Context: an optimization exercise on an open-source flow, tuned for small area, a short achievable clock period and few clock cycles per item. The choices shown serve that exercise and are no tape-out recipe. Function was checked by simulation only, so behaviour that the tests miss may differ from the original. Power is estimated from default activity; no workload was simulated.

--- flow/run.sh ---
#!/bin/bash
# The standard layout (standard.sh), with these changes to how it is made:
#  - synthesis runs from a copy of ORFS's scripts folder in which
#    * Yosys's synth skips its quick ABC pass before the adder extraction
#      (synth -run fine: -noabc), so the full adders written in the RTL reach
#      extract_fa as written, and
#  - the port buffers are buf_1 cells instead of the default delay-buffer cell;
#  - repair_timing works with a setup margin, so that it shortens the longest
#    paths although the 33 ns clock leaves them slack.
# The make output goes to make_finish.log in this folder; ORFS keeps each
# step's log under orfs/logs.
set -euo pipefail
work=$PWD
rm -rf "$work/scripts"
cp -r "$FLOW_HOME/scripts" "$work/scripts"
cp "$work/flow/abc_area.script" "$work/scripts/abc_area.script"
sed -i 's/-run fine: {\*}\$synth_full_args/-run fine: -noabc {*}$synth_full_args/' "$work/scripts/synth.tcl"
grep -q -- '-run fine: -noabc' "$work/scripts/synth.tcl"
bash standard.sh SCRIPTS_DIR="$work/scripts" \
    BUFFER_PORTS_ARGS="-buffer_cell sky130_fd_sc_hd__buf_1" \
    SETUP_SLACK_MARGIN=18.5 finish > make_finish.log 2>&1
--- flow/abc_area.script ---
strash
dch
map -a
strash
dch
map -a
strash
dch
map -a
topo
stime -c
buffer -c
upsize -c
dnsize -c
--- standard.sh ---
#!/bin/bash
# synth_recipe.tcl (not shown) runs the flow's synth.tcl, then flattens the netlist and writes it again
# the make line also repeats each setting of config.mk as NAME=value (left out here)
make -C /OpenROAD-flow-scripts/flow DESIGN_CONFIG=/design/flow/config.mk WORK_HOME=/design/flow/orfs CLKGATE_MAP_FILE= SYNTH_SCRIPT=/design/flow/synth_recipe.tcl "${@:-finish}"
--- config.mk ---
export PLATFORM = sky130hd
export DESIGN_NAME = pga16
export DESIGN_NICKNAME = pga16
export VERILOG_FILES = /design/flow/design.v
export SDC_FILE = /design/flow/constraint.sdc
export NUM_CORES = 4
export LEC_CHECK = 0
export ABC_AREA = 1
export CAP_MARGIN = 20
export CORE_MARGIN = 2
export CORE_UTILIZATION = 40
export CTS_BUF_LIST = sky130_fd_sc_hd__clkbuf_8
export CTS_CLUSTER_DIAMETER = 60
export CTS_CLUSTER_SIZE = 12
export SLEW_MARGIN = 20
--- constraint.sdc ---
create_clock -name core_clock -period 33.0 [get_ports {clk}]
set_input_delay 6.6000 -clock core_clock [delete_from_list [all_inputs] [get_ports {clk}]]
set_output_delay 6.6000 -clock core_clock [all_outputs]
set_load 0.01 [all_outputs]
--- design.v ---
module pga16_mac (
    input  wire [7:0]  b,
    input  wire        xm1,
    input  wire        ext,
    input  wire [23:0] m,
    input  wire [23:0] acc,
    output wire [31:0] sum
);
    wire bn0 = b[1];
    wire bo0 = b[0] ^ xm1;
    wire bt0 = (b[1] ^ b[0]) & ~bo0;
    wire q0_0 = ((bo0 & m[0]) | (bt0 & 1'b0)) ^ bn0;
    wire q0_1 = ((bo0 & m[1]) | (bt0 & m[0])) ^ bn0;
    wire q0_2 = ((bo0 & m[2]) | (bt0 & m[1])) ^ bn0;
    wire q0_3 = ((bo0 & m[3]) | (bt0 & m[2])) ^ bn0;
    wire q0_4 = ((bo0 & m[4]) | (bt0 & m[3])) ^ bn0;
    wire q0_5 = ((bo0 & m[5]) | (bt0 & m[4])) ^ bn0;
    wire q0_6 = ((bo0 & m[6]) | (bt0 & m[5])) ^ bn0;
    wire q0_7 = ((bo0 & m[7]) | (bt0 & m[6])) ^ bn0;
    wire q0_8 = ((bo0 & m[8]) | (bt0 & m[7])) ^ bn0;
    wire q0_9 = ((bo0 & m[9]) | (bt0 & m[8])) ^ bn0;
    wire q0_10 = ((bo0 & m[10]) | (bt0 & m[9])) ^ bn0;
    wire q0_11 = ((bo0 & m[11]) | (bt0 & m[10])) ^ bn0;
    wire q0_12 = ((bo0 & m[12]) | (bt0 & m[11])) ^ bn0;
    wire q0_13 = ((bo0 & m[13]) | (bt0 & m[12])) ^ bn0;
    wire q0_14 = ((bo0 & m[14]) | (bt0 & m[13])) ^ bn0;
    wire q0_15 = ((bo0 & m[15]) | (bt0 & m[14])) ^ bn0;
    wire q0_16 = ((bo0 & m[16]) | (bt0 & m[15])) ^ bn0;
    wire q0_17 = ((bo0 & m[17]) | (bt0 & m[16])) ^ bn0;
    wire q0_18 = ((bo0 & m[18]) | (bt0 & m[17])) ^ bn0;
    wire q0_19 = ((bo0 & m[19]) | (bt0 & m[18])) ^ bn0;
    wire q0_20 = ((bo0 & m[20]) | (bt0 & m[19])) ^ bn0;
    wire q0_21 = ((bo0 & m[21]) | (bt0 & m[20])) ^ bn0;
    wire q0_22 = ((bo0 & m[22]) | (bt0 & m[21])) ^ bn0;
    wire q0_23 = ((bo0 & m[23]) | (bt0 & m[22])) ^ bn0;
    wire q0_24 = ((bo0 & 1'b0) | (bt0 & m[23])) ^ bn0;
    wire bs0 = ~bn0;
    wire bn1 = b[3];
    wire bo1 = b[2] ^ b[1];
    wire bt1 = (b[3] ^ b[2]) & ~bo1;
    wire q1_0 = ((bo1 & m[0]) | (bt1 & 1'b0)) ^ bn1;
    wire q1_1 = ((bo1 & m[1]) | (bt1 & m[0])) ^ bn1;
    wire q1_2 = ((bo1 & m[2]) | (bt1 & m[1])) ^ bn1;
    wire q1_3 = ((bo1 & m[3]) | (bt1 & m[2])) ^ bn1;
    wire q1_4 = ((bo1 & m[4]) | (bt1 & m[3])) ^ bn1;
    wire q1_5 = ((bo1 & m[5]) | (bt1 & m[4])) ^ bn1;
    wire q1_6 = ((bo1 & m[6]) | (bt1 & m[5])) ^ bn1;
    wire q1_7 = ((bo1 & m[7]) | (bt1 & m[6])) ^ bn1;
    wire q1_8 = ((bo1 & m[8]) | (bt1 & m[7])) ^ bn1;
    wire q1_9 = ((bo1 & m[9]) | (bt1 & m[8])) ^ bn1;
    wire q1_10 = ((bo1 & m[10]) | (bt1 & m[9])) ^ bn1;
    wire q1_11 = ((bo1 & m[11]) | (bt1 & m[10])) ^ bn1;
    wire q1_12 = ((bo1 & m[12]) | (bt1 & m[11])) ^ bn1;
    wire q1_13 = ((bo1 & m[13]) | (bt1 & m[12])) ^ bn1;
    wire q1_14 = ((bo1 & m[14]) | (bt1 & m[13])) ^ bn1;
    wire q1_15 = ((bo1 & m[15]) | (bt1 & m[14])) ^ bn1;
    wire q1_16 = ((bo1 & m[16]) | (bt1 & m[15])) ^ bn1;
    wire q1_17 = ((bo1 & m[17]) | (bt1 & m[16])) ^ bn1;
    wire q1_18 = ((bo1 & m[18]) | (bt1 & m[17])) ^ bn1;
    wire q1_19 = ((bo1 & m[19]) | (bt1 & m[18])) ^ bn1;
    wire q1_20 = ((bo1 & m[20]) | (bt1 & m[19])) ^ bn1;
    wire q1_21 = ((bo1 & m[21]) | (bt1 & m[20])) ^ bn1;
    wire q1_22 = ((bo1 & m[22]) | (bt1 & m[21])) ^ bn1;
    wire q1_23 = ((bo1 & m[23]) | (bt1 & m[22])) ^ bn1;
    wire q1_24 = ((bo1 & 1'b0) | (bt1 & m[23])) ^ bn1;
    wire bs1 = ~bn1;
    wire bn2 = b[5];
    wire bo2 = b[4] ^ b[3];
    wire bt2 = (b[5] ^ b[4]) & ~bo2;
    wire q2_0 = ((bo2 & m[0]) | (bt2 & 1'b0)) ^ bn2;
    wire q2_1 = ((bo2 & m[1]) | (bt2 & m[0])) ^ bn2;
    wire q2_2 = ((bo2 & m[2]) | (bt2 & m[1])) ^ bn2;
    wire q2_3 = ((bo2 & m[3]) | (bt2 & m[2])) ^ bn2;
    wire q2_4 = ((bo2 & m[4]) | (bt2 & m[3])) ^ bn2;
    wire q2_5 = ((bo2 & m[5]) | (bt2 & m[4])) ^ bn2;
    wire q2_6 = ((bo2 & m[6]) | (bt2 & m[5])) ^ bn2;
    wire q2_7 = ((bo2 & m[7]) | (bt2 & m[6])) ^ bn2;
    wire q2_8 = ((bo2 & m[8]) | (bt2 & m[7])) ^ bn2;
    wire q2_9 = ((bo2 & m[9]) | (bt2 & m[8])) ^ bn2;
    wire q2_10 = ((bo2 & m[10]) | (bt2 & m[9])) ^ bn2;
    wire q2_11 = ((bo2 & m[11]) | (bt2 & m[10])) ^ bn2;
    wire q2_12 = ((bo2 & m[12]) | (bt2 & m[11])) ^ bn2;
    wire q2_13 = ((bo2 & m[13]) | (bt2 & m[12])) ^ bn2;
    wire q2_14 = ((bo2 & m[14]) | (bt2 & m[13])) ^ bn2;
    wire q2_15 = ((bo2 & m[15]) | (bt2 & m[14])) ^ bn2;
    wire q2_16 = ((bo2 & m[16]) | (bt2 & m[15])) ^ bn2;
    wire q2_17 = ((bo2 & m[17]) | (bt2 & m[16])) ^ bn2;
    wire q2_18 = ((bo2 & m[18]) | (bt2 & m[17])) ^ bn2;
    wire q2_19 = ((bo2 & m[19]) | (bt2 & m[18])) ^ bn2;
    wire q2_20 = ((bo2 & m[20]) | (bt2 & m[19])) ^ bn2;
    wire q2_21 = ((bo2 & m[21]) | (bt2 & m[20])) ^ bn2;
    wire q2_22 = ((bo2 & m[22]) | (bt2 & m[21])) ^ bn2;
    wire q2_23 = ((bo2 & m[23]) | (bt2 & m[22])) ^ bn2;
    wire q2_24 = ((bo2 & 1'b0) | (bt2 & m[23])) ^ bn2;
    wire bs2 = ~bn2;
    wire bn3 = b[7];
    wire bo3 = b[6] ^ b[5];
    wire bt3 = (b[7] ^ b[6]) & ~bo3;
    wire q3_0 = ((bo3 & m[0]) | (bt3 & 1'b0)) ^ bn3;
    wire q3_1 = ((bo3 & m[1]) | (bt3 & m[0])) ^ bn3;
    wire q3_2 = ((bo3 & m[2]) | (bt3 & m[1])) ^ bn3;
    wire q3_3 = ((bo3 & m[3]) | (bt3 & m[2])) ^ bn3;
    wire q3_4 = ((bo3 & m[4]) | (bt3 & m[3])) ^ bn3;
    wire q3_5 = ((bo3 & m[5]) | (bt3 & m[4])) ^ bn3;
    wire q3_6 = ((bo3 & m[6]) | (bt3 & m[5])) ^ bn3;
    wire q3_7 = ((bo3 & m[7]) | (bt3 & m[6])) ^ bn3;
    wire q3_8 = ((bo3 & m[8]) | (bt3 & m[7])) ^ bn3;
    wire q3_9 = ((bo3 & m[9]) | (bt3 & m[8])) ^ bn3;
    wire q3_10 = ((bo3 & m[10]) | (bt3 & m[9])) ^ bn3;
    wire q3_11 = ((bo3 & m[11]) | (bt3 & m[10])) ^ bn3;
    wire q3_12 = ((bo3 & m[12]) | (bt3 & m[11])) ^ bn3;
    wire q3_13 = ((bo3 & m[13]) | (bt3 & m[12])) ^ bn3;
    wire q3_14 = ((bo3 & m[14]) | (bt3 & m[13])) ^ bn3;
    wire q3_15 = ((bo3 & m[15]) | (bt3 & m[14])) ^ bn3;
    wire q3_16 = ((bo3 & m[16]) | (bt3 & m[15])) ^ bn3;
    wire q3_17 = ((bo3 & m[17]) | (bt3 & m[16])) ^ bn3;
    wire q3_18 = ((bo3 & m[18]) | (bt3 & m[17])) ^ bn3;
    wire q3_19 = ((bo3 & m[19]) | (bt3 & m[18])) ^ bn3;
    wire q3_20 = ((bo3 & m[20]) | (bt3 & m[19])) ^ bn3;
    wire q3_21 = ((bo3 & m[21]) | (bt3 & m[20])) ^ bn3;
    wire q3_22 = ((bo3 & m[22]) | (bt3 & m[21])) ^ bn3;
    wire q3_23 = ((bo3 & m[23]) | (bt3 & m[22])) ^ bn3;
    wire q3_24 = ((bo3 & 1'b0) | (bt3 & m[23])) ^ bn3;
    wire bs3 = ~bn3;
    wire ne = ~ext;
    wire s0, c0;
    assign s0 = q0_4 ^ q1_2;
    assign c0 = q0_4 & q1_2;
    wire s1, c1;
    assign s1 = q0_5 ^ q1_3;
    assign c1 = q0_5 & q1_3;
    wire s2, c2;
    assign s2 = q0_6 ^ q1_4 ^ q2_2;
    assign c2 = (q0_6 & q1_4) | (q2_2 & (q0_6 | q1_4));
    wire s3, c3;
    assign s3 = q3_0 ^ bn3;
    assign c3 = q3_0 & bn3;
    wire s4, c4;
    assign s4 = q0_7 ^ q1_5 ^ q2_3;
    assign c4 = (q0_7 & q1_5) | (q2_3 & (q0_7 | q1_5));
    wire s5, c5;
    assign s5 = q3_1 ^ acc[7];
    assign c5 = q3_1 & acc[7];
    wire s6, c6;
    assign s6 = q0_8 ^ q1_6 ^ q2_4;
    assign c6 = (q0_8 & q1_6) | (q2_4 & (q0_8 | q1_6));
    wire s7, c7;
    assign s7 = q3_2 ^ acc[8];
    assign c7 = q3_2 & acc[8];
    wire s8, c8;
    assign s8 = q0_9 ^ q1_7 ^ q2_5;
    assign c8 = (q0_9 & q1_7) | (q2_5 & (q0_9 | q1_7));
    wire s9, c9;
    assign s9 = q3_3 ^ acc[9];
    assign c9 = q3_3 & acc[9];
    wire s10, c10;
    assign s10 = q0_10 ^ q1_8 ^ q2_6;
    assign c10 = (q0_10 & q1_8) | (q2_6 & (q0_10 | q1_8));
    wire s11, c11;
    assign s11 = q3_4 ^ acc[10];
    assign c11 = q3_4 & acc[10];
    wire s12, c12;
    assign s12 = q0_11 ^ q1_9 ^ q2_7;
    assign c12 = (q0_11 & q1_9) | (q2_7 & (q0_11 | q1_9));
    wire s13, c13;
    assign s13 = q3_5 ^ acc[11];
    assign c13 = q3_5 & acc[11];
    wire s14, c14;
    assign s14 = q0_12 ^ q1_10 ^ q2_8;
    assign c14 = (q0_12 & q1_10) | (q2_8 & (q0_12 | q1_10));
    wire s15, c15;
    assign s15 = q3_6 ^ acc[12];
    assign c15 = q3_6 & acc[12];
    wire s16, c16;
    assign s16 = q0_13 ^ q1_11 ^ q2_9;
    assign c16 = (q0_13 & q1_11) | (q2_9 & (q0_13 | q1_11));
    wire s17, c17;
    assign s17 = q3_7 ^ acc[13];
    assign c17 = q3_7 & acc[13];
    wire s18, c18;
    assign s18 = q0_14 ^ q1_12 ^ q2_10;
    assign c18 = (q0_14 & q1_12) | (q2_10 & (q0_14 | q1_12));
    wire s19, c19;
    assign s19 = q3_8 ^ acc[14];
    assign c19 = q3_8 & acc[14];
    wire s20, c20;
    assign s20 = q0_15 ^ q1_13 ^ q2_11;
    assign c20 = (q0_15 & q1_13) | (q2_11 & (q0_15 | q1_13));
    wire s21, c21;
    assign s21 = q3_9 ^ acc[15];
    assign c21 = q3_9 & acc[15];
    wire s22, c22;
    assign s22 = q0_16 ^ q1_14 ^ q2_12;
    assign c22 = (q0_16 & q1_14) | (q2_12 & (q0_16 | q1_14));
    wire s23, c23;
    assign s23 = q3_10 ^ acc[16];
    assign c23 = q3_10 & acc[16];
    wire s24, c24;
    assign s24 = q0_17 ^ q1_15 ^ q2_13;
    assign c24 = (q0_17 & q1_15) | (q2_13 & (q0_17 | q1_15));
    wire s25, c25;
    assign s25 = q3_11 ^ acc[17];
    assign c25 = q3_11 & acc[17];
    wire s26, c26;
    assign s26 = q0_18 ^ q1_16 ^ q2_14;
    assign c26 = (q0_18 & q1_16) | (q2_14 & (q0_18 | q1_16));
    wire s27, c27;
    assign s27 = q3_12 ^ acc[18];
    assign c27 = q3_12 & acc[18];
    wire s28, c28;
    assign s28 = q0_19 ^ q1_17 ^ q2_15;
    assign c28 = (q0_19 & q1_17) | (q2_15 & (q0_19 | q1_17));
    wire s29, c29;
    assign s29 = q3_13 ^ acc[19];
    assign c29 = q3_13 & acc[19];
    wire s30, c30;
    assign s30 = q0_20 ^ q1_18 ^ q2_16;
    assign c30 = (q0_20 & q1_18) | (q2_16 & (q0_20 | q1_18));
    wire s31, c31;
    assign s31 = q3_14 ^ acc[20];
    assign c31 = q3_14 & acc[20];
    wire s32, c32;
    assign s32 = q0_21 ^ q1_19 ^ q2_17;
    assign c32 = (q0_21 & q1_19) | (q2_17 & (q0_21 | q1_19));
    wire s33, c33;
    assign s33 = q3_15 ^ acc[21];
    assign c33 = q3_15 & acc[21];
    wire s34, c34;
    assign s34 = q0_22 ^ q1_20 ^ q2_18;
    assign c34 = (q0_22 & q1_20) | (q2_18 & (q0_22 | q1_20));
    wire s35, c35;
    assign s35 = q3_16 ^ acc[22];
    assign c35 = q3_16 & acc[22];
    wire s36, c36;
    assign s36 = q0_23 ^ q1_21 ^ q2_19;
    assign c36 = (q0_23 & q1_21) | (q2_19 & (q0_23 | q1_21));
    wire s37, c37;
    assign s37 = q3_17 ^ acc[23];
    assign c37 = q3_17 & acc[23];
    wire s38, c38;
    assign s38 = q0_24 ^ q1_22 ^ q2_20;
    assign c38 = (q0_24 & q1_22) | (q2_20 & (q0_24 | q1_22));
    wire s39, c39;
    assign s39 = q3_18 ^ ext;
    assign c39 = q3_18 & ext;
    wire s40, c40;
    assign s40 = bs0 ^ q1_23 ^ q2_21;
    assign c40 = (bs0 & q1_23) | (q2_21 & (bs0 | q1_23));
    wire s41, c41;
    assign s41 = q3_19 ^ ne;
    assign c41 = q3_19 & ne;
    wire s42, c42;
    assign s42 = q1_24 ^ q2_22 ^ q3_20;
    assign c42 = (q1_24 & q2_22) | (q3_20 & (q1_24 | q2_22));
    wire s43, c43;
    assign s43 = q0_2 ^ q1_0;
    assign c43 = q0_2 & q1_0;
    wire s44, c44;
    assign s44 = q0_3 ^ q1_1;
    assign c44 = q0_3 & q1_1;
    wire s45, c45;
    assign s45 = s0 ^ q2_0 ^ bn2;
    assign c45 = (s0 & q2_0) | (bn2 & (s0 | q2_0));
    wire s46, c46;
    assign s46 = c0 ^ s1 ^ q2_1;
    assign c46 = (c0 & s1) | (q2_1 & (c0 | s1));
    wire s47, c47;
    assign s47 = c1 ^ s2 ^ s3;
    assign c47 = (c1 & s2) | (s3 & (c1 | s2));
    wire s48, c48;
    assign s48 = c2 ^ c3 ^ s4;
    assign c48 = (c2 & c3) | (s4 & (c2 | c3));
    wire s49, c49;
    assign s49 = c4 ^ c5 ^ s6;
    assign c49 = (c4 & c5) | (s6 & (c4 | c5));
    wire s50, c50;
    assign s50 = c6 ^ c7 ^ s8;
    assign c50 = (c6 & c7) | (s8 & (c6 | c7));
    wire s51, c51;
    assign s51 = c8 ^ c9 ^ s10;
    assign c51 = (c8 & c9) | (s10 & (c8 | c9));
    wire s52, c52;
    assign s52 = c10 ^ c11 ^ s12;
    assign c52 = (c10 & c11) | (s12 & (c10 | c11));
    wire s53, c53;
    assign s53 = c12 ^ c13 ^ s14;
    assign c53 = (c12 & c13) | (s14 & (c12 | c13));
    wire s54, c54;
    assign s54 = c14 ^ c15 ^ s16;
    assign c54 = (c14 & c15) | (s16 & (c14 | c15));
    wire s55, c55;
    assign s55 = c16 ^ c17 ^ s18;
    assign c55 = (c16 & c17) | (s18 & (c16 | c17));
    wire s56, c56;
    assign s56 = c18 ^ c19 ^ s20;
    assign c56 = (c18 & c19) | (s20 & (c18 | c19));
    wire s57, c57;
    assign s57 = c20 ^ c21 ^ s22;
    assign c57 = (c20 & c21) | (s22 & (c20 | c21));
    wire s58, c58;
    assign s58 = c22 ^ c23 ^ s24;
    assign c58 = (c22 & c23) | (s24 & (c22 | c23));
    wire s59, c59;
    assign s59 = c24 ^ c25 ^ s26;
    assign c59 = (c24 & c25) | (s26 & (c24 | c25));
    wire s60, c60;
    assign s60 = c26 ^ c27 ^ s28;
    assign c60 = (c26 & c27) | (s28 & (c26 | c27));
    wire s61, c61;
    assign s61 = c28 ^ c29 ^ s30;
    assign c61 = (c28 & c29) | (s30 & (c28 | c29));
    wire s62, c62;
    assign s62 = c30 ^ c31 ^ s32;
    assign c62 = (c30 & c31) | (s32 & (c30 | c31));
    wire s63, c63;
    assign s63 = c32 ^ c33 ^ s34;
    assign c63 = (c32 & c33) | (s34 & (c32 | c33));
    wire s64, c64;
    assign s64 = c34 ^ c35 ^ s36;
    assign c64 = (c34 & c35) | (s36 & (c34 | c35));
    wire s65, c65;
    assign s65 = c36 ^ c37 ^ s38;
    assign c65 = (c36 & c37) | (s38 & (c36 | c37));
    wire s66, c66;
    assign s66 = c38 ^ c39 ^ s40;
    assign c66 = (c38 & c39) | (s40 & (c38 | c39));
    wire s67, c67;
    assign s67 = c40 ^ c41 ^ s42;
    assign c67 = (c40 & c41) | (s42 & (c40 | c41));
    wire s68, c68;
    assign s68 = c42 ^ bs1 ^ q2_23;
    assign c68 = (c42 & bs1) | (q2_23 & (c42 | bs1));
    wire s69, c69;
    assign s69 = q2_24 ^ q3_22;
    assign c69 = q2_24 & q3_22;
    wire s70, c70;
    assign s70 = q0_0 ^ bn0;
    assign c70 = q0_0 & bn0;
    wire s71, c71;
    assign s71 = q0_1 ^ acc[1];
    assign c71 = q0_1 & acc[1];
    wire s72, c72;
    assign s72 = s43 ^ bn1 ^ acc[2];
    assign c72 = (s43 & bn1) | (acc[2] & (s43 | bn1));
    wire s73, c73;
    assign s73 = c43 ^ s44 ^ acc[3];
    assign c73 = (c43 & s44) | (acc[3] & (c43 | s44));
    wire s74, c74;
    assign s74 = c44 ^ s45 ^ acc[4];
    assign c74 = (c44 & s45) | (acc[4] & (c44 | s45));
    wire s75, c75;
    assign s75 = c45 ^ s46 ^ acc[5];
    assign c75 = (c45 & s46) | (acc[5] & (c45 | s46));
    wire s76, c76;
    assign s76 = c46 ^ s47 ^ acc[6];
    assign c76 = (c46 & s47) | (acc[6] & (c46 | s47));
    wire s77, c77;
    assign s77 = c47 ^ s48 ^ s5;
    assign c77 = (c47 & s48) | (s5 & (c47 | s48));
    wire s78, c78;
    assign s78 = c48 ^ s49 ^ s7;
    assign c78 = (c48 & s49) | (s7 & (c48 | s49));
    wire s79, c79;
    assign s79 = c49 ^ s50 ^ s9;
    assign c79 = (c49 & s50) | (s9 & (c49 | s50));
    wire s80, c80;
    assign s80 = c50 ^ s51 ^ s11;
    assign c80 = (c50 & s51) | (s11 & (c50 | s51));
    wire s81, c81;
    assign s81 = c51 ^ s52 ^ s13;
    assign c81 = (c51 & s52) | (s13 & (c51 | s52));
    wire s82, c82;
    assign s82 = c52 ^ s53 ^ s15;
    assign c82 = (c52 & s53) | (s15 & (c52 | s53));
    wire s83, c83;
    assign s83 = c53 ^ s54 ^ s17;
    assign c83 = (c53 & s54) | (s17 & (c53 | s54));
    wire s84, c84;
    assign s84 = c54 ^ s55 ^ s19;
    assign c84 = (c54 & s55) | (s19 & (c54 | s55));
    wire s85, c85;
    assign s85 = c55 ^ s56 ^ s21;
    assign c85 = (c55 & s56) | (s21 & (c55 | s56));
    wire s86, c86;
    assign s86 = c56 ^ s57 ^ s23;
    assign c86 = (c56 & s57) | (s23 & (c56 | s57));
    wire s87, c87;
    assign s87 = c57 ^ s58 ^ s25;
    assign c87 = (c57 & s58) | (s25 & (c57 | s58));
    wire s88, c88;
    assign s88 = c58 ^ s59 ^ s27;
    assign c88 = (c58 & s59) | (s27 & (c58 | s59));
    wire s89, c89;
    assign s89 = c59 ^ s60 ^ s29;
    assign c89 = (c59 & s60) | (s29 & (c59 | s60));
    wire s90, c90;
    assign s90 = c60 ^ s61 ^ s31;
    assign c90 = (c60 & s61) | (s31 & (c60 | s61));
    wire s91, c91;
    assign s91 = c61 ^ s62 ^ s33;
    assign c91 = (c61 & s62) | (s33 & (c61 | s62));
    wire s92, c92;
    assign s92 = c62 ^ s63 ^ s35;
    assign c92 = (c62 & s63) | (s35 & (c62 | s63));
    wire s93, c93;
    assign s93 = c63 ^ s64 ^ s37;
    assign c93 = (c63 & s64) | (s37 & (c63 | s64));
    wire s94, c94;
    assign s94 = c64 ^ s65 ^ s39;
    assign c94 = (c64 & s65) | (s39 & (c64 | s65));
    wire s95, c95;
    assign s95 = c65 ^ s66 ^ s41;
    assign c95 = (c65 & s66) | (s41 & (c65 | s66));
    wire s96, c96;
    assign s96 = c66 ^ s67 ^ 1'b1;
    assign c96 = (c66 & s67) | (1'b1 & (c66 | s67));
    wire s97, c97;
    assign s97 = c67 ^ s68 ^ q3_21;
    assign c97 = (c67 & s68) | (q3_21 & (c67 | s68));
    wire s98, c98;
    assign s98 = c68 ^ s69 ^ 1'b1;
    assign c98 = (c68 & s69) | (1'b1 & (c68 | s69));
    wire s99, c99;
    assign s99 = c69 ^ bs2 ^ q3_23;
    assign c99 = (c69 & bs2) | (q3_23 & (c69 | bs2));
    wire s100, c100;
    assign s100 = q3_24 ^ 1'b1;
    assign c100 = q3_24 & 1'b1;
    wire [31:0] rx = {c100, c99, c98, c97, c96, c95, c94, c93, c92, c91, c90, c89, c88, c87, c86, c85, c84, c83, c82, c81, c80, c79, c78, c77, c76, c75, c74, c73, c72, c71, c70, s70};
    wire [31:0] ry = {bs3, s100, s99, s98, s97, s96, s95, s94, s93, s92, s91, s90, s89, s88, s87, s86, s85, s84, s83, s82, s81, s80, s79, s78, s77, s76, s75, s74, s73, s72, s71, acc[0]};
    wire [31:0] g0 = rx & ry;
    wire [31:0] p0 = rx ^ ry;
    wire [32:0] rc;
    assign rc[0] = 1'b0;
    wire bg0 = g0[1] | (p0[1] & g0[0]);
    wire bp0 = p0[1] & p0[0];
    wire bg1 = g0[3] | (p0[3] & g0[2]);
    wire bp1 = p0[3] & p0[2];
    wire bg2 = g0[5] | (p0[5] & g0[4]);
    wire bp2 = p0[5] & p0[4];
    wire bg3 = g0[7] | (p0[7] & g0[6]);
    wire bp3 = p0[7] & p0[6];
    wire bg4 = g0[9] | (p0[9] & g0[8]);
    wire bp4 = p0[9] & p0[8];
    wire bg5 = g0[11] | (p0[11] & g0[10]);
    wire bp5 = p0[11] & p0[10];
    wire bg6 = g0[13] | (p0[13] & g0[12]);
    wire bp6 = p0[13] & p0[12];
    wire bg7 = g0[15] | (p0[15] & g0[14]);
    wire bp7 = p0[15] & p0[14];
    wire bg8 = g0[17] | (p0[17] & g0[16]);
    wire bp8 = p0[17] & p0[16];
    wire bg9 = g0[19] | (p0[19] & g0[18]);
    wire bp9 = p0[19] & p0[18];
    wire bg10 = g0[21] | (p0[21] & g0[20]);
    wire bp10 = p0[21] & p0[20];
    wire bg11 = g0[23] | (p0[23] & g0[22]);
    wire bp11 = p0[23] & p0[22];
    wire bg12 = g0[25] | (p0[25] & g0[24]);
    wire bp12 = p0[25] & p0[24];
    wire bg13 = g0[27] | (p0[27] & g0[26]);
    wire bp13 = p0[27] & p0[26];
    wire bg14 = g0[29] | (p0[29] & g0[28]);
    wire bp14 = p0[29] & p0[28];
    wire bg15 = g0[31] | (p0[31] & g0[30]);
    wire bp15 = p0[31] & p0[30];
    wire bg16 = bg1 | (bp1 & bg0);
    wire bp16 = bp1 & bp0;
    wire bg17 = bg3 | (bp3 & bg2);
    wire bp17 = bp3 & bp2;
    wire bg18 = bg5 | (bp5 & bg4);
    wire bp18 = bp5 & bp4;
    wire bg19 = bg7 | (bp7 & bg6);
    wire bp19 = bp7 & bp6;
    wire bg20 = bg9 | (bp9 & bg8);
    wire bp20 = bp9 & bp8;
    wire bg21 = bg11 | (bp11 & bg10);
    wire bp21 = bp11 & bp10;
    wire bg22 = bg13 | (bp13 & bg12);
    wire bp22 = bp13 & bp12;
    wire bg23 = bg15 | (bp15 & bg14);
    wire bp23 = bp15 & bp14;
    wire bg24 = bg17 | (bp17 & bg16);
    wire bp24 = bp17 & bp16;
    wire bg25 = bg19 | (bp19 & bg18);
    wire bp25 = bp19 & bp18;
    wire bg26 = bg21 | (bp21 & bg20);
    wire bp26 = bp21 & bp20;
    wire bg27 = bg23 | (bp23 & bg22);
    wire bp27 = bp23 & bp22;
    wire bg28 = bg25 | (bp25 & bg24);
    wire bp28 = bp25 & bp24;
    wire bg29 = bg27 | (bp27 & bg26);
    wire bp29 = bp27 & bp26;
    wire bg30 = bg29 | (bp29 & bg28);
    wire bp30 = bp29 & bp28;
    wire bg31 = bg26 | (bp26 & bg28);
    wire bp31 = bp26 & bp28;
    wire bg32 = bg18 | (bp18 & bg24);
    wire bp32 = bp18 & bp24;
    wire bg33 = bg20 | (bp20 & bg28);
    wire bp33 = bp20 & bp28;
    wire bg34 = bg22 | (bp22 & bg31);
    wire bp34 = bp22 & bp31;
    wire bg35 = bg2 | (bp2 & bg16);
    wire bp35 = bp2 & bp16;
    wire bg36 = bg4 | (bp4 & bg24);
    wire bp36 = bp4 & bp24;
    wire bg37 = bg6 | (bp6 & bg32);
    wire bp37 = bp6 & bp32;
    wire bg38 = bg8 | (bp8 & bg28);
    wire bp38 = bp8 & bp28;
    wire bg39 = bg10 | (bp10 & bg33);
    wire bp39 = bp10 & bp33;
    wire bg40 = bg12 | (bp12 & bg31);
    wire bp40 = bp12 & bp31;
    wire bg41 = bg14 | (bp14 & bg34);
    wire bp41 = bp14 & bp34;
    wire bg42 = g0[2] | (p0[2] & bg0);
    wire bp42 = p0[2] & bp0;
    wire bg43 = g0[4] | (p0[4] & bg16);
    wire bp43 = p0[4] & bp16;
    wire bg44 = g0[6] | (p0[6] & bg35);
    wire bp44 = p0[6] & bp35;
    wire bg45 = g0[8] | (p0[8] & bg24);
    wire bp45 = p0[8] & bp24;
    wire bg46 = g0[10] | (p0[10] & bg36);
    wire bp46 = p0[10] & bp36;
    wire bg47 = g0[12] | (p0[12] & bg32);
    wire bp47 = p0[12] & bp32;
    wire bg48 = g0[14] | (p0[14] & bg37);
    wire bp48 = p0[14] & bp37;
    wire bg49 = g0[16] | (p0[16] & bg28);
    wire bp49 = p0[16] & bp28;
    wire bg50 = g0[18] | (p0[18] & bg38);
    wire bp50 = p0[18] & bp38;
    wire bg51 = g0[20] | (p0[20] & bg33);
    wire bp51 = p0[20] & bp33;
    wire bg52 = g0[22] | (p0[22] & bg39);
    wire bp52 = p0[22] & bp39;
    wire bg53 = g0[24] | (p0[24] & bg31);
    wire bp53 = p0[24] & bp31;
    wire bg54 = g0[26] | (p0[26] & bg40);
    wire bp54 = p0[26] & bp40;
    wire bg55 = g0[28] | (p0[28] & bg34);
    wire bp55 = p0[28] & bp34;
    wire bg56 = g0[30] | (p0[30] & bg41);
    wire bp56 = p0[30] & bp41;
    assign sum[0] = p0[0];
    assign sum[1] = p0[1] ^ g0[0];
    assign sum[2] = p0[2] ^ bg0;
    assign sum[3] = p0[3] ^ bg42;
    assign sum[4] = p0[4] ^ bg16;
    assign sum[5] = p0[5] ^ bg43;
    assign sum[6] = p0[6] ^ bg35;
    assign sum[7] = p0[7] ^ bg44;
    assign sum[8] = p0[8] ^ bg24;
    assign sum[9] = p0[9] ^ bg45;
    assign sum[10] = p0[10] ^ bg36;
    assign sum[11] = p0[11] ^ bg46;
    assign sum[12] = p0[12] ^ bg32;
    assign sum[13] = p0[13] ^ bg47;
    assign sum[14] = p0[14] ^ bg37;
    assign sum[15] = p0[15] ^ bg48;
    assign sum[16] = p0[16] ^ bg28;
    assign sum[17] = p0[17] ^ bg49;
    assign sum[18] = p0[18] ^ bg38;
    assign sum[19] = p0[19] ^ bg50;
    assign sum[20] = p0[20] ^ bg33;
    assign sum[21] = p0[21] ^ bg51;
    assign sum[22] = p0[22] ^ bg39;
    assign sum[23] = p0[23] ^ bg52;
    assign sum[24] = p0[24] ^ bg31;
    assign sum[25] = p0[25] ^ bg53;
    assign sum[26] = p0[26] ^ bg40;
    assign sum[27] = p0[27] ^ bg54;
    assign sum[28] = p0[28] ^ bg34;
    assign sum[29] = p0[29] ^ bg55;
    assign sum[30] = p0[30] ^ bg41;
    assign sum[31] = p0[31] ^ bg56;
endmodule
module pga16_round (
    input  wire [39:0] p,        
    input  wire [5:0]  sh,       
    input  wire        hi,       
    output wire [7:0]  q
);
    wire [15:0] v = p[38:23] ^ {16{p[39]}};
    wire [15:0] mk;
    assign mk[15] = 1'b0;
    genvar i;
    generate
        for (i = 0; i < 15; i = i + 1) begin : g_mk
            assign mk[i] = mk[i+1] | v[i+1];
        end
    endgenerate
    wire [14:0] atg    = mk[14:0] & ~mk[15:1];        
    wire        guard  = |(atg & p[14:0]);
    wire        lsb    = |(atg & p[15:1]);
    wire        sticky = |(mk[14:1] & p[13:0]);
    wire        rup    = guard & (sticky | lsb);
    wire [39:0] qv = {p[39:15], p[14:0] | mk[14:0]};
    wire [39:0] c;                                   
    wire [5:0]  cb;
    assign cb[0] = rup;
    generate
        for (i = 0; i < 5; i = i + 1) begin : g_blk
            assign cb[i+1] = cb[i] & (&qv[8*i+7:8*i]);
            assign c[8*i] = cb[i];
            genvar j;
            for (j = 1; j < 8; j = j + 1) begin : g_pw
                assign c[8*i+j] = c[8*i+j-1] & qv[8*i+j-1];
            end
        end
    endgenerate
    wire [39:0] t  = qv ^ c;
    wire [39:0] tm = {t[39:15], t[14:0] & ~mk[14:0]};
    wire [70:0] e  = {{15{p[39]}}, tm, 16'd0};
    wire [5:0]  s8 = {sh[5:3] + {2'b00, hi}, sh[2:0]};
    wire [38:0] e5 = s8[5] ? e[70:32] : e[38:0];
    wire [22:0] e4 = s8[4] ? e5[38:16] : e5[22:0];
    wire [14:0] e3 = s8[3] ? e4[22:8] : e4[14:0];
    wire [10:0] e2 = s8[2] ? e3[14:4] : e3[10:0];
    wire [8:0]  e1 = s8[1] ? e2[10:2] : e2[8:0];
    assign q = s8[0] ? e1[8:1] : e1[7:0];
endmodule
module pga16 (
    input  wire        clk,
    input  wire        rst,           
    input  wire        host_we,
    input  wire [3:0]  host_addr,
    input  wire [31:0] host_wdata,
    output reg  [31:0] host_rdata,
    output wire        mem_valid,
    output wire        mem_we,
    output wire [31:0] mem_addr,
    output wire [7:0]  mem_wdata,
    input  wire        mem_ready,
    input  wire [7:0]  mem_rdata,
    input  wire        mem_err
);
    localparam RN_BUF_BASE = 4'd0;
    localparam RN_BUF_LEN  = 4'd1;
    localparam RN_GAIN     = 4'd2;
    localparam RN_CTRL     = 4'd3;
    localparam RN_CMD      = 4'd4;
    localparam RN_STATUS   = 4'd5;
    localparam RN_PROGRESS = 4'd6;
    localparam ERR_ILLEGAL_CMD = 3'd1;
    localparam ERR_NULL_BUFFER = 3'd2;
    localparam ERR_GAIN_INF    = 3'd3;
    localparam ERR_ADDR_RANGE  = 3'd4;
    localparam ERR_MEM_FAULT   = 3'd5;
    reg [31:0] buf_base;
    reg [31:0] buf_len;
    reg [31:0] gain;
    reg        buf_valid;
    reg        st_busy, st_done, st_err, st_odd;
    reg [2:0]  st_errcode;
    reg [30:0] idx;
    reg [31:0] ad;                    
    reg [30:0] w_nwin;
    reg        w_sg;                  
    reg [23:0] w_m;                   
    reg [5:0]  w_sh;                  
    reg        act;                   
    reg [1:0]  ph;                    
    reg [39:0] pr;                    
    always @* begin
        case (host_addr)
            RN_BUF_BASE: host_rdata = buf_base;
            RN_BUF_LEN:  host_rdata = buf_len;
            RN_GAIN:     host_rdata = gain;
            RN_CTRL:     host_rdata = {31'd0, buf_valid};
            RN_STATUS:   host_rdata = {24'd0, 1'b0, st_errcode, st_odd, st_err, st_done, st_busy};
            RN_PROGRESS: host_rdata = {1'b0, idx};
            default:     host_rdata = 32'd0;
        endcase
    end
    wire        cmd_wr    = host_we && (host_addr == RN_CMD) && !st_busy;
    wire        stat_wr   = host_we && (host_addr == RN_STATUS);
    wire        range_bad = over_2_32(buf_base, buf_len);
    reg  [2:0]  cmd_code;             
    always @* begin
        if (host_wdata != 32'h0000_0001)
            cmd_code = ERR_ILLEGAL_CMD;
        else if (!buf_valid)
            cmd_code = ERR_NULL_BUFFER;
        else if (gain[30:23] == 8'hFF)
            cmd_code = ERR_GAIN_INF;
        else if (range_bad)
            cmd_code = ERR_ADDR_RANGE;
        else
            cmd_code = 3'd0;
    end
    wire [7:0]  g_e  = gain[30:23];
    wire [7:0]  g_sh = 8'd166 - g_e;
    wire [5:0]  sh0  = (g_e < 8'd112) ? 6'd55 : (g_e >= 8'd166) ? 6'd0 : g_sh[5:0];
    function over_2_32(input [31:0] a, input [31:0] b);
        integer k;
        reg cy;
        begin
            cy = 1'b0;
            for (k = 1; k < 32; k = k + 1)
                cy = (~(a[k] ^ b[k]) & (a[k-1] | b[k-1])) |
                     (cy & (~(a[k] ^ b[k]) | a[k-1] | b[k-1]));
            over_2_32 = cy & (a[31] | b[31]);
        end
    endfunction
    function [30:0] inc31(input [30:0] a);
        integer k;
        reg t;
        begin
            t = 1'b1;
            for (k = 0; k < 31; k = k + 1) begin
                inc31[k] = a[k] ^ t;
                t = t & a[k];
            end
        end
    endfunction
    function [30:0] inc31f(input [30:0] a);
        integer k;
        reg t, bc;
        begin
            bc = 1'b1;
            for (k = 0; k < 31; k = k + 1) begin
                if (k % 8 == 0) t = bc;
                inc31f[k] = a[k] ^ t;
                t = t & a[k];
                if (k % 8 == 7) bc = bc & (&a[k -: 8]);
            end
        end
    endfunction
    wire acc_ok = act && mem_ready;
    assign mem_valid = act;
    assign mem_we    = ph[1];
    wire [30:0] ad_inc = inc31f(ad[31:1]);
    assign mem_addr  = {(ph[0] & ad[0]) ? ad_inc : ad[31:1], ad[0] ^ ph[0]};
    wire [31:0] mac;
    wire [7:0] rb = mem_rdata ^ {8{w_sg}};
    reg        b7q;                   
    pga16_mac u_mac (
        .b   (rb),
        .xm1 (ph[0] & b7q),
        .ext (ph[0] & pr[39]),
        .m   (w_m),
        .acc (ph[0] ? pr[39:16] : (w_sg ? w_m : 24'd0)),
        .sum (mac)
    );
    pga16_round u_round (
        .p  (pr),
        .sh (w_sh),
        .hi (ph[0]),
        .q  (mem_wdata)
    );
    wire [30:0] idx_inc = inc31(idx);
    wire        last    = (idx_inc == w_nwin);
    always @(posedge clk) begin
        if (mem_ready && !ph[1])
            pr <= {mac, pr[15:8]};
        if (mem_ready && ph == 2'd0)
            b7q <= rb[7];
    end
    always @(posedge clk) begin
        if (rst) begin
            buf_base   <= 32'd0;
            buf_len    <= 32'd0;
            gain       <= 32'h3F80_0000;
            buf_valid  <= 1'b0;
            st_busy    <= 1'b0;
            st_done    <= 1'b0;
            st_err     <= 1'b0;
            st_odd     <= 1'b0;
            st_errcode <= 3'd0;
            idx        <= 31'd0;
            act        <= 1'b0;
            ph         <= 2'd0;
        end else begin
            if (host_we) begin
                case (host_addr)
                    RN_BUF_BASE: buf_base  <= host_wdata;
                    RN_BUF_LEN:  buf_len   <= host_wdata;
                    RN_GAIN:     gain      <= host_wdata;
                    RN_CTRL:     buf_valid <= host_wdata[0];
                    default: ;
                endcase
            end
            if (stat_wr) begin
                if (host_wdata[1]) st_done <= 1'b0;
                if (host_wdata[2]) begin
                    st_err     <= 1'b0;
                    st_errcode <= 3'd0;
                end
                if (host_wdata[3]) st_odd <= 1'b0;
            end
            if (cmd_wr) begin
                st_done <= 1'b0;
                idx     <= 31'd0;
                if (cmd_code != 3'd0) begin
                    st_err     <= 1'b1;
                    st_errcode <= cmd_code;
                    st_odd     <= 1'b0;
                end else begin
                    st_err     <= 1'b0;
                    st_errcode <= 3'd0;
                    st_odd     <= buf_len[0];
                    st_busy    <= 1'b1;
                    ad         <= buf_base;
                    w_nwin     <= buf_len[31:1];
                    w_sg       <= gain[31];
                    w_m        <= {g_e != 8'd0, gain[22:0]};
                    w_sh       <= sh0;
                    act        <= (buf_len[31:1] != 31'd0);
                    ph         <= 2'd0;
                end
            end
            if (st_busy && !act) begin
                st_busy <= 1'b0;
                st_done <= 1'b1;
            end
            if (acc_ok) begin
                if (mem_err) begin
                    act        <= 1'b0;
                    st_busy    <= 1'b0;
                    st_err     <= 1'b1;
                    st_errcode <= ERR_MEM_FAULT;
                end else begin
                    ph <= ph + 2'd1;
                    if (ph == 2'd3) begin
                        ad[31:1] <= ad_inc;
                        idx <= idx_inc;
                        if (last) begin
                            act     <= 1'b0;
                            st_busy <= 1'b0;
                            st_done <= 1'b1;
                        end
                    end
                end
            end
        end
    end
endmodule
==> results of run 1 <==
-- placed cells by master, fill, tap and decap left out, drive strengths merged, types with 74 or more instances in the layout --
master  Yosys  routed
dfxtp     138     138
nor2      254     254
nand2     156     156
ha        188     188
edfxtp    135     135
a21oi     203     203
xor2      119     119
o21ai     160     160
buf        10     152
o22ai     129     129
inv       208     221
fa         87      87
a22oi      74      74
-- cells by family after synthesis --
group                    count (synthesis)  synth area share (%)
XOR/XNOR                               158                  6.90
flip-flops                             273                  34.0
multiplexers                            31                  1.71
AND/OR/NAND/NOR                        529                  11.2
adder cells (fa/ha/maj)                275                  20.4
buffers and inverters                  344                  6.56
AO/OA/AOI/OAI                          649                  19.2
-- synth_stat cells (48+ instances only) --
master | n | area share, %
nor2_1 | 253 | 4.7
nand2_1 | 154 | 2.9
nand3_1 | 48 | 1.2
edfxtp_1 | 135 | 20
fa_1 | 87 | 8.7
o21ai_0 | 158 | 3.9
o22ai_1 | 129 | 4.0
a21oi_1 | 203 | 5.1
a22oi_1 | 74 | 2.8
clkbuf_1 | 98 | 1.8
xor2_1 | 119 | 5.2
dfxtp_1 | 138 | 14
ha_1 | 188 | 12
inv_1 | 202 | 3.8
-- power breakdown --
part	switching (µW)	total (µW)	internal, µW
combinational	239	397	158
clock	134	248	114
sequential	35.7	435	399
-- per-stage QoR --
stage                     std cells  worst slack, ns
after CTS                      3028            18.50
after floorplan                2259            18.56
after global routing           3040            18.46
after global placement         2970            17.20
final                          3040            18.52
after detailed placement       2970            17.06
-- worst max path at each step --
stage / start / endpoint / cells past startpoint
3_5_place_dp: host_addr[2] / host_rdata[24] / 7
6_report: host_addr[0] / host_rdata[3] / 9
5_1_grt: host_addr[1] / host_rdata[2] / 8
3_3_place_gp: host_addr[2] / host_rdata[8] / 7
4_1_cts: host_addr[1] / host_rdata[9] / 9
2_1_floorplan: host_addr[2] / host_rdata[13] / 6
-- registers in the layout, indices dropped and copies added, names as in the netlist, 2 cells and up --
name,cells
idx,31
w_m,24
ph,2
buf_len,32
w_sh,6
ad,32
buf_base,32
w_nwin,31
gain,32
pr,40
st_errcode,3
-- area by class of cell --
type | instances | area (µm²) | share of cell area (%)
clock inverter | 18 | 150 | 0.674
timing repair buffer | 162 | 907 | 4.08
timing repair inverter | 2 | 17.5 | 0.0787
multi-input combinational | 1642 | 12100 | 54.4
tap | 672 | 841 | 3.78
clock buffer | 35 | 482 | 2.16
sequential | 273 | 6820 | 30.6
inverter | 236 | 940 | 4.22
-- timing repair --
item | in CTS | in global routing
setup buffers | 2 | 10
setup endpoints to repair | 40 | 41
gates resized for setup | 35 | 66
cloned | 3 | 2
hold buffers | 0 | 0
pin swaps | 3 | 7
endpoints found under the hold margin | 0 | 0
-- per-layer routing --
metal	vias to the layer above	global-route usage, %
met5	-	0
met4	10	11.1
met3	165	3.35
met2	627	44.0
met1	8490	30.2
li1	8170	-
-- worst max-delay path: stages --
cell       delay (ns)
buf_8            0.10
inv_4            0.03
nor2_2           0.10
inv_2            0.07
nor2_4           0.15
clkinv_4         0.14
bufbuf_16        0.33
o211ai_1         0.19
buf_4            0.18
==> out/metrics.csv, run 1 <==
metric,value,unit
fin_tns_setup,0,ns
dieArea,51900,µm²
drive_above_1_share,8.32,%
reg2reg_depth,32,
holdPathEnd,w_nwin[11],
die_h,228,µm
netlist_area,20100,µm²
clock_latency,0.69,ns
postRouteAntennaNets,0,
die_w,228,µm
start_util,40.2,%
cp.arrival,7.88,ns
viasPerCell,5.74,
place_area,21200,µm²
drtPass1Iterations,6,
async_flop_share,0,%
fin_util,44.6,%
wl_met3,4010,µm
hold_viol,0,
cts_buffers,30,
crit_path_start_kind,input pin,
final_nets,2671,
crit_path_end_kind,primary output,
min_path_cells,0,
vias,17500,
netlist_instances,2259,
area_delta_synth_final,11.0,%
fmax,69.0,MHz
cts_max_path_buffers,3,
required,26.40,ns
synth-edff-count,135,
track_usage,24.9,%
status,no timing/DRC/antenna violations,
rsz0062_at_grt,yes,
gp_congestion,0.914,
ys_ff_latch,273,
wl,67000,µm
gr-total-overflow,0,
htreeDepth,1,
core_area,49900,µm²
hp-start,buf_len[12],
antenna_found_initial,5,
reg2reg_from,w_sg,
first_iter_violations,1473,
synth_ff_type,dfxtp_1,
hold_slack,0.434,ns
synth_nets,2583,
diodes,0,
grt_max_degree,66,
clock-skew-final,0.0988,ns
grt_pass1_wl,101000,µm
cts_tree,yes,
clock_sinks,273,
syn_area_per_cell,8.88,µm²
power.total,1080,µW
synthDistinctLibCells,54,
peakVddDrop,0.0000282,V
fin_area,22300,µm²
grt_pass1_vias,17300,
yosysSeqAreaShare,34.0,%
hpwl,48600,µm
m1WireLength,26500,µm
post-route-period-util,43.9,%
setup_violations,0,
final.fill_count,4946,
min_period,14.48,ns
tightestPinTransition,0.989,ns
slew_headroom,33.8,%
cap_violations,0,
worstPathMaxFanout,14,
reg2reg_to,pr[39],
power.density,48.5,nW/µm²
crit_type,in2out,
report.final.slew_viol_count,0,
drc,0,
ios,123,
route.met2.wl,32900,µm
ctsRootBufferMaster,clkbuf_8,
clkSlewWorstSetupHoldPaths,0.09,ns
routedWlPerCell,22.0,µm
min_path_type,reg2reg,
yosysWarnings,1,
port_buffers,122,
placementRows,82,
r2r_slack,24.37,ns
power.leakage,0.00910,µW
top_layer_used,met5,
Testbench counts, summed over its fixed seeds: cycles 36,384, windows 8,872.
==> run 2, diff against run 1 <==
--- a/flow/run.sh
+++ b/flow/run.sh
@@ -20,2 +20,2 @@
     BUFFER_PORTS_ARGS="-buffer_cell sky130_fd_sc_hd__buf_1" \
-    SETUP_SLACK_MARGIN=18.5 finish > make_finish.log 2>&1
+    SETUP_SLACK_MARGIN=18.8 finish > make_finish.log 2>&1
==> flow/abc_area.script (replaced) <==
strash
dch
map -a
strash
dch
map -a
strash
dch
map -a
topo
stime -c
dnsize -c
==> run 2 against run 1 <==
Effect of this change: largest power group unchanged; largest cell class unchanged; count of clock-buffer cells in the layout down 1; global-route usage rose by 0.33 points; non-clock buffer count rose by 6; critical path type unchanged.
==> out/metrics.csv, run 2 <==
metric,value,unit
fin_util,46.8,%
cts_max_path_buffers,3,
use_met1,32.8,%
grt_max_degree,106,
cts_buffers,31,
clock_sinks,273,
ios,123,
busiest_layer,met2,
yosysWarnings,1,
synth_top_area_share,20.7,%
reg2reg_from,ph[0],
hp-start,buf_len[3],
viasPerCell,5.84,
clock-skew-final,0.0255,ns
mostFrequentLayoutCell,nor2_1,
power.total,1080,µW
r2r_slack,24.71,ns
clkSlewWorstSetupHoldPaths,0.09,ns
p_int,673,µW
cp.arrival,7.89,ns
path_buf_inv,5,
peakVddDrop,0.0000354,V
required,26.40,ns
tightestPinTransition,0.969,ns
hold_slack,0.440,ns
drive_above_1_share,10.4,%
p_sw,405,µW
cpMaxStageDelayCell,o211ai_1,
met2_usage,42.9,%
switching_share,37.6,%
crit_chain,buf_8 -> nor2_4 -> clkinv_4 -> nor2_4 -> buf_6 -> clkinv_8 -> o211ai_1 -> buf_2,
use_met3,3.96,%
synth_area_leaders,"edfxtp_1 (21%), dfxtp_1 (14%), ha_1 (12%)",
fin_tns_setup,0,ns
start_util,40.2,%
gp_congestion,0.933,
gr-total-overflow,0,
async_flop_share,0,%
dieArea,50700,µm²
slew_headroom,34.8,%
largest-register,pr,
power_frac_comb,36.7,%
core_area,48600,µm²
syn_area_per_cell,9.10,µm²
netlist_top_cells_count,"nor2_1 (254), clkinv_1 (236), a21oi_1 (203)",
htreeDepth,1,
routedWlPerCell,21.5,µm
netlist_area,19600,µm²
wl,64700,µm
ctsRootBufferMaster,clkbuf_8,
cts_tree,yes,
yosysMostFrequentCell,nor2_1,
clock_latency,0.64,ns
grt_pass1_wl,99800,µm
startpoint,host_addr[3],
track_usage,25.2,%
report.final.slew_viol_count,0,
final_nets,2685,
die_h,225,µm
synthDistinctLibCells,39,
area_delta_synth_final,16.2,%
synth_ff_type,dfxtp_1,
rsz0062_at_grt,yes,
post-route-period-util,43.9,%
antenna_found_initial,3,
grt_pass1_vias,17400,
port_buffers,122,
yosysSeqAreaShare,34.8,%
crit_path_end_kind,primary output,
crit_type,in2out,
crit_path_start_kind,input pin,
cap_violations,0,
drtPass1Iterations,6,
slowest_delay,0.29,ns
ys_ff_latch,273,
status,no timing/DRC/antenna violations,
worstPathMaxFanout,8,
min_period,14.49,ns
drc,0,
hold_viol,0,
critical_path.top_delay_family,buffers and inverters,
hpwl,45900,µm
largest_reg_flops,40,
final_cell_mix,"nor2_1 (231), clkinv_1 (219), a21oi_1 (203)",
min_path_type,reg2reg,
setup_violations,0,
vias,17600,
fmax,69.0,MHz
synth_nets,2475,
pwr-share-seq,40.2,%
p_clk_share,23.1,%
netlist_instances,2151,
power.leakage,0.00879,µW
crit_top_cell,nor2_4,
power.density,47.4,nW/µm²
postRouteAntennaNets,0,
yosys.area.top_type,edfxtp_1,
placementRows,81,
die_w,225,µm
first_iter_violations,1435,
synth-edff-count,135,
final.fill_count,4678,
run 2: cell types whose count changed after synthesis, moves of 2 or more:
cell,delta
buf_6,-3
nand2_1,+2
inv_2,-6
o21ai_0,+2
clkbuf_1,-98
inv_1,-202
buf_1,-6
clkinv_1,+209
run 2: layout make-up:
class / instances / area, µm² / share of cell area [%]
multi-input combinational: 1642 / 12400 / 54.4
sequential: 273 / 6820 / 30.0
timing repair buffer: 168 / 1010 / 4.46
inverter: 236 / 993 / 4.37
tap: 622 / 778 / 3.42
clock buffer: 34 / 468 / 2.06
clock inverter: 23 / 173 / 0.759
timing repair inverter: 9 / 134 / 0.588
antenna: 1 / 2.50 / 0.0110
run 2: metal layers:
| metal | up-vias | routed length [µm] |
|---|---|---|
| met3 | 153 | 4750 |
| met2 | 697 | 30900 |
| met1 | 8487 | 26500 |
| li1 | 8221 | - |
| met5 | - | 30 |
| met4 | 4 | 2530 |
run 2: path summary, 6_finish.rpt:
| check | end | depth (start not counted) |
|---|---|---|
| min | w_nwin[2] | 0 |
| max | host_rdata[3] | 8 |
| min reg2reg | w_nwin[2] | 0 |
| max reg2reg | pr[38] | 29 |
run 2: worst reg2reg max path, delay by kind of cell, from the launching register on:
| kind | cells | cell delay (ns) |
|---|---|---|
| XOR/XNOR | 1 | 0.21 |
| AO/OA/AOI/OAI | 14 | 2.94 |
| flip-flops | 1 | 0.80 |
| adder cells (fa/ha/maj) | 5 | 2.33 |
| buffers and inverters | 3 | 0.68 |
| AND/OR/NAND/NOR | 6 | 1.08 |
run 2: power groups by stage:
stage,Sequential (µW),Clock (µW),Combinational [µW]
5_1_grt,436,268,453
2_1_floorplan,424,0,272
6_report,433,249,396
4_1_cts,433,253,384
3_5_place_dp,442,0,375
3_3_place_gp,441,0,365
run 2: timing repair:
action                                  4_1_cts  5_1_grt
gates cloned                                  6        3
gates resized for setup                     105       75
endpoints found under the hold margin         0        0
endpoints found under the setup margin       44       46
hold buffers                                  0        0
pin swaps                                     9       12
setup buffers                                12       11
run 2: cells by family (layout without fill, tap and decap cells):
logic type / count (synthesis) / after routing / synth area share (%)
buffers and inverters: 236 / 470 / 4.53
flip-flops: 273 / 273 / 34.8
AO/OA/AOI/OAI: 649 / 649 / 19.6
other: 0 / 1 / 0
XOR/XNOR: 158 / 158 / 7.07
adder cells (fa/ha/maj): 275 / 275 / 20.9
AND/OR/NAND/NOR: 529 / 529 / 11.3
multiplexers: 31 / 31 / 1.75
run 2: per-stage QoR:
step	setup WS [ns]	instances	cell area, µm²
3_5_place_dp	17.85	2918	21100
6_report	18.51	3008	22700
4_1_cts	18.56	2993	22300
5_1_grt	18.51	3007	22700
3_3_place_gp	17.91	2918	21100
2_1_floorplan	18.81	2151	19600
==> run 3, diff against run 2 <==
--- a/flow/run.sh
+++ b/flow/run.sh
@@ -20,2 +20,2 @@
     BUFFER_PORTS_ARGS="-buffer_cell sky130_fd_sc_hd__buf_1" \
-    SETUP_SLACK_MARGIN=18.8 finish > make_finish.log 2>&1
+    SETUP_SLACK_MARGIN=18.2 finish > make_finish.log 2>&1
==> run 3 against run 2 <==
Effect of this change: clock power grew 2%; register-to-register slack lost 0.55 ns; cell count shrank 0.40%; synthesized area is the same; clock skew grew 0.0048 ns; critical path depth grew 1; sequential power is essentially flat; critical path type unchanged; still clean; hold slack gained 0.00070 ns; combinational power shrank 3%; count of clock-buffer cells in the layout is the same.
==> out/metrics.csv, run 3 <==
metric,value,unit
slowest_delay,0.23,ns
track_usage,24.4,%
postRouteAntennaNets,0,
hpwl,45700,µm
first_iter_violations,1149,
netlist_top_cells_count,"nor2_1 (254), clkinv_1 (236), a21oi_1 (203)",
routedWlPerCell,20.7,µm
min_period,14.73,ns
slew_headroom,22.5,%
tightestPinTransition,1.15,ns
largest_reg_flops,40,
netlist_area,19600,µm²
grt_pass1_vias,17400,
gr-total-overflow,0,
synthDistinctLibCells,39,
worstPathMaxFanout,22,
use_met1,30.7,%
fin_tns_setup,0,ns
crit_chain,buf_1 -> clkinv_1 -> nor2_2 -> nand2_1 -> clkinvlp_4 -> buf_8 -> a22oi_1 -> o211ai_1 -> buf_2,
clock-skew-final,0.0303,ns
placementRows,81,
yosysSeqAreaShare,34.8,%
rsz0062_at_grt,no,
synth_area_leaders,"edfxtp_1 (21%), dfxtp_1 (14%), ha_1 (12%)",
clkSlewWorstSetupHoldPaths,0.09,ns
report.final.slew_viol_count,0,
antenna_found_initial,4,
power_frac_comb,35.8,%
async_flop_share,0,%
yosysMostFrequentCell,nor2_1,
drive_above_1_share,6.45,%
crit_path_start_kind,input pin,
htreeDepth,1,
synth_nets,2475,
ys_ff_latch,273,
cts_max_path_buffers,3,
core_area,48600,µm²
post-route-period-util,44.6,%
cap_violations,0,
switching_share,36.9,%
postCtsHoldBufs,0,
clock_sinks,273,
met2_usage,42.5,%
crit_type,in2out,
cpMaxStageDelayCell,buf_8,
dieArea,50700,µm²
yosysWarnings,1,
p_clk_share,23.7,%
vias,17300,
wl,62000,µm
ctsRootBufferMaster,clkbuf_8,
cp.arrival,8.13,ns
peakVddDrop,0.0000332,V
cts_tree,yes,
cts_buffers,31,
port_buffers,122,
fin_ws,18.27,ns
min_path_type,reg2reg,
final.fill_count,4859,
use_met3,3.70,%
final_nets,2673,
grt_pass1_wl,97000,µm
final_cell_mix,"nor2_1 (237), clkinv_1 (226), a21oi_1 (203)",
p_sw,395,µW
status,no timing/DRC/antenna violations,
p_int,674,µW
die_w,225,µm
synth_top_area_share,20.7,%
die_h,225,µm
pwr-share-seq,40.5,%
start_util,40.2,%
clock_latency,0.64,ns
power.leakage,0.00845,µW
required,26.40,ns
viasPerCell,5.76,
synth_ff_type,dfxtp_1,
mostFrequentLayoutCell,nor2_1,
area_delta_synth_final,12.3,%
setup_violations,0,
fmax,67.9,MHz
synth-edff-count,135,
crit_path_end_kind,primary output,
gp_congestion,0.941,
critical_path.top_delay_family,buffers and inverters,
drc,0,
power.density,48.6,nW/µm²
busiest_layer,met2,
ios,123,
yosys.area.top_type,edfxtp_1,
grt_max_degree,105,
drtPass1Iterations,7,
netlist_instances,2151,
syn_area_per_cell,9.10,µm²
largest-register,pr,
hold_viol,0,
path_buf_inv,5,
dp_slack,16.70,ns
==> run 3: cell counts after synthesis <==
No cell type changed its count.
==> run 3: layer usage <==
layer	share of wire (%)	wire [µm]
met4	3.8	2340
met1	41	25400
met2	48	30000
met5	0.047	29
met3	6.9	4270
==> run 3: final cells by class <==
type / count / area, µm² / area share (%)
Clock buffer: 34 / 468 / 2.13
Antenna cell: 2 / 5.00 / 0.0228
Tap cell: 622 / 778 / 3.54
Timing Repair inverter: 3 / 18.8 / 0.0854
Clock inverter: 22 / 190 / 0.865
Sequential cell: 273 / 6820 / 31.0
Multi-Input combinational cell: 1642 / 12000 / 54.5
Inverter: 236 / 913 / 4.16
Timing Repair Buffer: 162 / 820 / 3.73
==> run 3: cells by family (layout without fill, tap and decap cells) <==
logic type,count (synthesis),after routing,synth area share (%)
other cells,0,2,0
fa+ha+maj,275,275,20.9
buf+inv,236,457,4.53
mux,31,31,1.75
flops,273,273,34.8
compound gates,649,649,19.6
xor+xnor,158,158,7.07
simple gates,529,529,11.3
==> run 3: worst paths after layout <==
kind | startpoint | end | slack (ns) | cells after the start
worst max-delay path | host_addr[1] | host_rdata[1] | 18.27 | 9
worst min-delay path | buf_len[12] | w_nwin[11] | 0.44 | 0
worst max register to register | w_sg | pr[38] | 24.16 | 30
worst min register to register | buf_len[12] | w_nwin[11] | 0.44 | 0
==> run 3: per-stage QoR <==
| stage | utilization (%) | cell area [µm²] | cells | power (µW) | hold WS [ns] |
|---|---|---|---|---|---|
| final | 45.2 | 22000 | 2996 | 1070 | 0.441 |
| after global routing | 45.2 | 22000 | 2994 | 1150 | 0.456 |
| after CTS | 44.9 | 21900 | 2984 | 1070 | 0.441 |
| after detailed placement | 43.4 | 21100 | 2924 | 819 | 0.420 |
| after global placement | 43.3 | 21100 | 2921 | 807 | 0.419 |
| after floorplan | - | 19600 | 2151 | 696 | 0.416 |
==> run 3: power by group through the flow <==
stage | logic, µW | clock network (µW) | registers [µW]
floorplan | 272 | 0 | 424
global placement | 367 | 0 | 440
detailed placement | 378 | 0 | 441
CTS | 380 | 259 | 434
global route | 439 | 272 | 436
finish | 383 | 253 | 432
==> run 3: what timing repair did <==
item / in CTS / in global routing
cloned: 1 / 2
resized for setup: 19 / 13
setup buffers: 3 / 6
pin swaps: 3 / 2
endpoints found under the setup margin: 32 / 26
==> run 4, diff against run 3 <==
--- a/flow/run.sh
+++ b/flow/run.sh
@@ -20,2 +20,2 @@
     BUFFER_PORTS_ARGS="-buffer_cell sky130_fd_sc_hd__buf_1" \
-    SETUP_SLACK_MARGIN=18.2 finish > make_finish.log 2>&1
+    SETUP_SLACK_MARGIN=18.65 finish > make_finish.log 2>&1
==> run 4 against run 3 <==
Effect of this change: combinational power rose by 4%; fmax is 1.3% higher; via count rose by 1.6%; routed wire length grew 4.5%; synthesized cell count unchanged; cell count rose by 0.67%; total power is 1.4% higher; hold slack better by 0.0018 ns; still clean on timing, DRC and antenna; critical path type unchanged; highest routed layer unchanged; synthesized area unchanged.
==> out/metrics.csv, run 4 <==
metric,value,unit
crit_path_start_kind,input pin,
final.fill_count,4720,
first_iter_violations,1387,
gr-total-overflow,0,
min_path_type,reg2reg,
clkSlewWorstSetupHoldPaths,0.08,ns
power.total,1080,µW
mostFrequentLayoutCell,nor2_1,
grt_max_degree,104,
hold_viol,0,
netlist_instances,2151,
fin_tns_setup,0,ns
area_delta_synth_final,16.6,%
largest_reg_flops,40,
peakVddDrop,0.0000284,V
r2r_slack,24.69,ns
syn_area_per_cell,9.10,µm²
synth_top_area_share,20.7,%
start_util,40.2,%
diodes,0,
power.density,47.5,nW/µm²
vias,17500,
placementRows,81,
rsz0062_at_grt,yes,
async_flop_share,0,%
track_usage,25.7,%
cts_buffers,34,
reg2reg_depth,32,
clock_latency,0.63,ns
crit_type,in2out,
slowest_delay,0.27,ns
grt_pass1_wl,101000,µm
crit_top_cell,nor2_4,
antenna_found_initial,1,
die_w,225,µm
holdPathEnd,w_nwin[5],
setup_violations,0,
synth_nets,2475,
slew_headroom,21.3,%
grt_pass1_vias,17500,
status,no timing/DRC/antenna violations,
post-route-period-util,44.1,%
yosysMostFrequentCell,nor2_1,
drc,0,
required,26.40,ns
final_nets,2693,
ys_ff_latch,273,
reg2reg_from,w_sg,
ios,123,
power.leakage,0.00884,µW
synth_area_leaders,"edfxtp_1 (21%), dfxtp_1 (14%), ha_1 (12%)",
fmax,68.8,MHz
place_area,21100,µm²
clock_sinks,273,
cpMaxStageDelayCell,o211ai_1,
post-place-cells,2921,
wl,64800,µm
drive_above_1_share,11.2,%
htreeDepth,2,
synth-edff-count,135,
worstPathMaxFanout,8,
fin_cells,3016,
core_area,48600,µm²
fin_area,22800,µm²
clock-skew-final,0.0478,ns
yosysWarnings,1,
cts_tree,yes,
final_cell_mix,"nor2_1 (233), clkinv_1 (221), a21oi_1 (203)",
hp-start,buf_len[6],
min_path_cells,0,
drtPass1Iterations,5,
synthDistinctLibCells,39,
viasPerCell,5.81,
netlist_area,19600,µm²
min_period,14.54,ns
yosys.area.top_type,edfxtp_1,
tightestPinTransition,1.17,ns
report.final.slew_viol_count,0,
crit_chain,buf_8 -> nor2_4 -> clkinv_4 -> nor2_4 -> buf_6 -> clkinv_8 -> o211ai_1 -> buf_2,
routedWlPerCell,21.5,µm
port_buffers,122,
synth_ff_type,dfxtp_1,
largest-register,pr,
gp_congestion,0.935,
cap_violations,0,
hpwl,46000,µm
cts_max_path_buffers,3,
die_h,225,µm
postRouteAntennaNets,0,
reg2reg_to,pr[38],
fin_util,46.9,%
netlist_top_cells_count,"nor2_1 (254), clkinv_1 (236), a21oi_1 (203)",
dieArea,50700,µm²
yosysSeqAreaShare,34.8,%
crit_path_end_kind,primary output,
cp.arrival,7.94,ns
ctsRootBufferMaster,clkbuf_8,
## run 4: changes by cell type in the layout (fill, tap and decap cells not counted), moves of 8 or more
cell      delta
buf_2       +26
o221ai_2    +24
buf_12      +10
a22oi_2     +18
buf_1       -34
a22oi_1     -18
o221ai_1    -26
buf_6        +8
## run 4: final cells by class
class | count | area [µm²] | share of cell area [%]
Clock buffer | 36 | 495 | 2.17
Clock inverter | 25 | 164 | 0.718
Inverter | 236 | 973 | 4.26
Multi-Input combinational cell | 1642 | 12300 | 54.0
Sequential cell | 273 | 6820 | 29.9
Tap cell | 622 | 778 | 3.41
Timing Repair Buffer | 175 | 1150 | 5.03
Timing Repair inverter | 7 | 115 | 0.504
## run 4: worst max path at each step
| stage | endpoint | startpoint | cells past startpoint | slack [ns] |
|---|---|---|---|---|
| CTS | host_rdata[5] | host_addr[3] | 8 | 18.50 |
| finish | host_rdata[3] | host_addr[2] | 8 | 18.46 |
| global placement | host_rdata[5] | host_addr[0] | 7 | 17.58 |
| floorplan | pr[38] | mem_rdata[1] | 29 | 18.66 |
| detailed placement | host_rdata[4] | host_addr[2] | 7 | 17.60 |
| global route | host_rdata[3] | host_addr[2] | 8 | 18.48 |
## run 4: cells by family after synthesis
| logic type | count (synthesis) | synth area share, % |
|---|---|---|
| compound gates | 649 | 19.6 |
| xor+xnor | 158 | 7.07 |
| fa+ha+maj | 275 | 20.9 |
| buf+inv | 236 | 4.53 |
| flops | 273 | 34.8 |
| mux | 31 | 1.75 |
| simple gates | 529 | 11.3 |
## run 4: power breakdown
| part | internal, µW | leakage [µW] | switching [µW] | total (µW) |
|---|---|---|---|---|
| sequential | 399 | 0.00244 | 33.4 | 433 |
| combinational | 159 | 0.00601 | 238 | 397 |
| clock | 113 | 0.000389 | 141 | 254 |
| total | 672 | 0.00884 | 412 | 1080 |
## run 4: worst max-delay path: cells and delay by family
family	cells	cell delay, ns
and+or+nand+nor	2	0.41
buffers and inverters	5	0.64
AOI/OAI and AO/OA	1	0.27
## run 4: metal layers
metal | vias to the layer above | routed length [µm] | track usage (%)
li1 | 8250 | - | -
met1 | 8444 | 26800 | 32.1
met2 | 666 | 30900 | 43.9
met3 | 172 | 3850 | 3.48
met4 | 2 | 3340 | 12.2
met5 | - | 16 | 0
## run 4: timing repair
item,in CTS,in global routing
hold buffers,0,0
setup endpoints to repair,44,46
resized for setup,133,39
endpoints found under the hold margin,0,0
cloned,8,1
setup buffers,19,6
pin swaps,9,11
## run 4: metrics by stage
| step | hold slack, ns | setup WS (ns) |
|---|---|---|
| floorplan | 0.416 | 18.66 |
| global placement | 0.419 | 17.58 |
| detailed placement | 0.422 | 17.60 |
| CTS | 0.442 | 18.50 |
| global route | 0.450 | 18.48 |
| finish | 0.443 | 18.46 |

Check on run 4: ideal ports give 18.463 ns setup slack; a clkbuf_16 on the clock port and buf_2 on the inputs give 18.423 ns; moving port delays by the midpoint clock arrival (0.653 ns) as well gives 18.423 ns.
